Source: an optimization exercise on an open RTL-to-GDS flow (aim: small area, a short achievable clock period and few clock cycles). Production flows keep margins and buffers that such runs may drop. Power figures rest on the tool's default switching activity, not on a simulated workload.

==> flow/design.v <==
module dem_decoder (
    input  wire        clk,
    input  wire        rst,         
    input  wire        start,
    input  wire [15:0] in_len,      
    input  wire [15:0] out_cap,     
    output wire        busy,
    output reg         done,
    output wire        fail,
    output wire [15:0] out_len,     
    input  wire        in_valid,
    input  wire [31:0] in_data,
    output wire        in_ready,
    output wire        out_valid,
    output wire [31:0] out_data,
    input  wire        out_ready
);
    localparam [2:0] T_OUT  = 3'd0, T_ZERO = 3'd1, T_D4  = 3'd2, T_D8  = 3'd3,
                     T_D12  = 3'd4, T_D16  = 3'd5, T_D24 = 3'd6, T_D32 = 3'd7;
    localparam [1:0] S_IDLE = 2'd0, S_RUN = 2'd1, S_FIN = 2'd2;
    reg  [1:0]  state;
    reg  [15:0] rem;         
    reg  [2:0]  c_r;         
    reg  [13:0] capw;        
    reg  [13:0] outw;        
    reg         bad;         
    reg  [2:0]  rtype;       
    reg  [8:0]  rcnt;        
    reg         last;        
    reg         lenp;        
    reg         ph;          
    reg         ov;          
    reg         oflag;       
    reg  [31:0] prev;        
    reg  [31:0] A, B;
    reg         Av, Bv;
    reg  [1:0]  p;
    reg  [31:0] W;           
    always @(*) begin
        case (p)
            2'd0:    W = A;
            2'd1:    W = {B[7:0],  A[31:8]};
            2'd2:    W = {B[15:0], A[31:16]};
            default: W = {B[23:0], A[31:24]};
        endcase
    end
    wire ge2 = Av & (Bv | (p != 2'd3));
    wire ge3 = Av & (Bv | ~p[1]);
    wire ge4 = Av & (Bv | (p == 2'd0));
    wire run      = (state == S_RUN);
    wire is_delta = rtype[2] | rtype[1];
    wire in_rec   = (rcnt != 9'd0);
    wire       rhz = (rem[15:3] == 13'd0);
    wire [7:0] req = {8{rhz}} & (8'd1 << rem[2:0]);
    wire [7:0] rsh = req >> c_r;
    wire z0 = rsh[0];
    wire z1 = rsh[1];
    wire z2 = rsh[2];
    wire z3 = rsh[3];
    reg [31:0] delta;
    reg        sentinel;
    reg        fneed;        
    reg        fpast;        
    reg [2:0]  fc;           
    reg        mrg;          
    always @(*) begin
        delta    = 32'd0;
        sentinel = 1'b0;
        fneed    = 1'b1;
        fpast    = 1'b0;
        fc       = 3'd0;
        mrg      = 1'b1;
        case (rtype)
            T_D4: begin
                if (ph) begin
                    delta    = {{28{W[7]}}, W[7:4]};
                    sentinel = (W[7:4] == 4'h8);
                end else begin
                    delta    = {{28{W[3]}}, W[3:0]};
                    sentinel = (W[3:0] == 4'h8);
                end
                fneed = Av;
                fpast = z0;
                fc    = {2'b00, ph | last};
            end
            T_D8: begin
                delta    = {{24{W[7]}}, W[7:0]};
                sentinel = (W[7:0] == 8'h80);
                fneed    = Av;
                fpast    = z0;
                fc       = 3'd1;
            end
            T_D12: begin
                if (ph) begin
                    delta    = {{20{W[15]}}, W[15:4]};
                    sentinel = (W[15:4] == 12'h800);
                end else begin
                    delta    = {{20{W[11]}}, W[11:0]};
                    sentinel = (W[11:0] == 12'h800);
                end
                fneed = ge2;
                fpast = z0 | z1;
                fc    = (ph | last) ? 3'd2 : 3'd1;
            end
            T_D16: begin
                delta    = {{16{W[15]}}, W[15:0]};
                sentinel = (W[15:0] == 16'h8000);
                fneed    = ge2;
                fpast    = z0 | z1;
                fc       = 3'd2;
            end
            T_D24: begin
                delta    = {{8{W[23]}}, W[23:0]};
                sentinel = (W[23:0] == 24'h80_0000);
                fneed    = ge3;
                fpast    = z0 | z1 | z2;
                fc       = 3'd3;
                mrg      = 1'b0;
            end
            T_D32: begin
                delta    = W;
                sentinel = (W == 32'h8000_0000);
                fneed    = ge4;
                fpast    = z0 | z1 | z2 | z3;
                fc       = 3'd4;
                mrg      = 1'b0;
            end
            default: ;
        endcase
    end
    wire [31:0] sum  = prev + delta;
    wire        oget = ~ov | out_ready;                  
    wire        w_bad = run & in_rec & (fpast | (outw == capw));
    wire        emit  = run & in_rec & ~w_bad & fneed & oget;
    wire        hmode   = run & ~in_rec;
    wire        hdr_try = (hmode & ~lenp) | (emit & last & mrg);
    wire [1:0]  k       = in_rec ? fc[1:0] : 2'd0;
    reg  [7:0]  H;
    reg         hav, rend;                               
    always @(*) begin
        case (k)
            2'd0:    begin H = W[7:0];   hav = Av;  rend = z0; end
            2'd1:    begin H = W[15:8];  hav = ge2; rend = z1; end
            default: begin H = W[23:16]; hav = ge3; rend = z2; end
        endcase
    end
    wire        hext   = (H[4:0] == 5'd0);
    wire        s_end  = hdr_try & rend;                 
    wire        h_ok   = hdr_try & ~rend & hav;
    wire        l_miss = hmode & lenp & z0;              
    wire        l_ok   = hmode & lenp & ~z0 & Av;
    wire [2:0]  c = (emit ? fc : 3'd0) + {2'd0, h_ok | l_ok};
    assign busy      = (state != S_IDLE);
    assign in_ready  = run & ~Bv;
    assign out_valid = ov;
    assign out_data  = oflag ? 32'h8000_0000 : prev;
    assign fail      = bad;
    assign out_len   = bad ? 16'd0 : {outw, 2'b00};
    wire [2:0] pc = {1'b0, p} + c;
    always @(posedge clk) begin
        if (in_ready && in_valid) begin
            B  <= in_data;
            Bv <= 1'b1;
        end
        if (!Av || pc[2]) begin
            if (Bv) begin
                A  <= B;
                Av <= 1'b1;
                Bv <= 1'b0;
                p  <= Av ? pc[1:0] : 2'd0;
            end else begin
                Av <= 1'b0;
                p  <= 2'd0;
            end
        end else begin
            p <= pc[1:0];
        end
        rem <= rem - {13'd0, c_r};
        c_r <= c;
        if (emit) begin
            ov    <= 1'b1;
            oflag <= (rtype == T_OUT) | (is_delta & sentinel);
            if (is_delta && !sentinel)
                prev <= sum;
            rcnt  <= rcnt - 9'd1;
            last  <= (rcnt == 9'd2);
            ph    <= ~ph;
            outw  <= outw + 14'd1;
        end else if (oget) begin
            ov <= 1'b0;
        end
        if (h_ok) begin
            rtype <= H[7:5];
            lenp  <= hext;
            ph    <= 1'b0;
            if (!hext) begin
                rcnt <= {4'd0, H[4:0]};
                last <= (H[4:0] == 5'd1);
            end
        end
        if (l_ok) begin
            rcnt <= {1'b0, W[7:0]} + 9'd32;
            last <= 1'b0;
            lenp <= 1'b0;
        end
        done <= 1'b0;
        case (state)
            S_IDLE: begin
                if (start) begin
                    rem   <= in_len;
                    c_r   <= 3'd0;
                    lenp  <= 1'b0;
                    capw  <= out_cap[15:2];
                    outw  <= 14'd0;
                    prev  <= 32'd0;
                    bad   <= 1'b0;
                    rcnt  <= 9'd0;
                    Av    <= 1'b0;
                    Bv    <= 1'b0;
                    p     <= 2'd0;
                    state <= S_RUN;
                end
            end
            S_RUN: begin
                if (w_bad || l_miss) begin
                    bad   <= 1'b1;
                    state <= S_FIN;
                end else if (s_end) begin
                    state <= S_FIN;
                end
            end
            default: begin
                if (oget) begin
                    ov    <= 1'b0;
                    done  <= 1'b1;
                    state <= S_IDLE;
                end
            end
        endcase
        if (rst) begin
            state <= S_IDLE;
            done  <= 1'b0;
            ov    <= 1'b0;
            Bv    <= 1'b0;
        end
    end
endmodule
make LEC_CHECK=0 CAP_MARGIN=20 CORE_MARGIN=2 CORE_UTILIZATION=40 SLEW_MARGIN=20 finish   # period 8.0 ns
run.sh (not shown) runs the stock make flow with config.mk's settings and CLKGATE_MAP_FILE= SYNTH_SCRIPT=/design/flow/synth_recipe.tcl, a recipe that flattens the netlist after the stock synthesis.
Next try:
--- a/flow/design.v
+++ b/flow/design.v
@@ -22,6 +22,8 @@
     reg  [15:0] rem;         
     reg  [2:0]  c_r;         
-    reg  [13:0] capw;        
+    reg  [13:0] capr;        
+    reg         capz;        
     reg  [13:0] outw;        
+    reg         rhz;         
     reg         bad;         
     reg  [2:0]  rtype;       
@@ -51,5 +53,4 @@
     wire is_delta = rtype[2] | rtype[1];
     wire in_rec   = (rcnt != 9'd0);
-    wire       rhz = (rem[15:3] == 13'd0);
     wire [7:0] req = {8{rhz}} & (8'd1 << rem[2:0]);
     wire [7:0] rsh = req >> c_r;
@@ -131,5 +132,5 @@
     wire [31:0] sum  = prev + delta;
     wire        oget = ~ov | out_ready;                  
-    wire        w_bad = run & in_rec & (fpast | (outw == capw));
+    wire        w_bad = run & in_rec & (fpast | capz);
     wire        emit  = run & in_rec & ~w_bad & fneed & oget;
     wire        hmode   = run & ~in_rec;
@@ -157,5 +158,6 @@
     assign fail      = bad;
     assign out_len   = bad ? 16'd0 : {outw, 2'b00};
-    wire [2:0] pc = {1'b0, p} + c;
+    wire [2:0]  pc    = {1'b0, p} + c;
+    wire [15:0] rem_n = rem - {13'd0, c_r};
     always @(posedge clk) begin
         if (in_ready && in_valid) begin
@@ -176,5 +178,7 @@
             p <= pc[1:0];
         end
-        rem <= rem - {13'd0, c_r};
+        rem <= rem_n;
+        rhz <= (rem_n[15:3] == 13'd0);
+        capz <= emit ? (capr == 14'd1) : (capr == 14'd0);
         c_r <= c;
         if (emit) begin
@@ -187,4 +191,5 @@
             ph    <= ~ph;
             outw  <= outw + 14'd1;
+            capr  <= capr - 14'd1;
         end else if (oget) begin
             ov <= 1'b0;
@@ -211,5 +216,7 @@
                     c_r   <= 3'd0;
                     lenp  <= 1'b0;
-                    capw  <= out_cap[15:2];
+                    capr  <= out_cap[15:2];
+                    capz  <= (out_cap[15:2] == 14'd0);
+                    rhz   <= (in_len[15:3] == 13'd0);
                     outw  <= 14'd0;
                     prev  <= 32'd0;
=> Clock-buffer cell count went up by 1. Register-to-register slack is better by 0.07 ns. Core utilization drops by 0.40 points. Clock power is about the same. Global-route usage is lower by 0.61 points. Routed wire length fell by 1.3%. Hold slack is about the same. Non-clock buffer count rises by 2. Total power increases by 30%. Sequential cell count increases by 2. Die area goes up by 0.64%. Design area climbs by 1.1%. First-iteration DRC count grows by 21%.
No functional check of the RTL was part of any run of this note.

port drivers added, routing unchanged:
No port has a modelled driver above. Below, the same layouts with a new extraction and two added sets of constraints.
Step 1 (the two cells are an assumption about what drives the block):
set clk [get_ports {clk}]
set_driving_cell -lib_cell sky130_fd_sc_hd__clkbuf_16 $clk
set_driving_cell -lib_cell sky130_fd_sc_hd__buf_2 [delete_from_list [all_inputs] $clk]
Step 2 moves the port delays by t, midway between the first and last clock arrival at a register: inputs arrive t later, outputs are due t later. That takes back most of the time a late clock gives input paths.
a / b / c = ideal ports / drivers / drivers and shift; a / b = the first two.
| run | shift t [ns] | slack for setup (ns) | hold slack, ns | worst slew at a driven data input, ns | cell pins on the clock port's net |
|---|---|---|---|---|---|
| the first run | 0.480 | 2.523 / 2.523 / 2.176 | 0.420 / 0.420 / 0.420 | 0.04 | 1 |
| the second run | 0.484 | 2.451 / 2.476 / 1.991 | 0.422 / 0.422 / 0.422 | 0.04 | 1 |
After both steps every run listed still meets setup and hold. The setup slack of the second run, which loses most, moves by +0.025 ns with the drivers and by -0.460 ns with both steps.
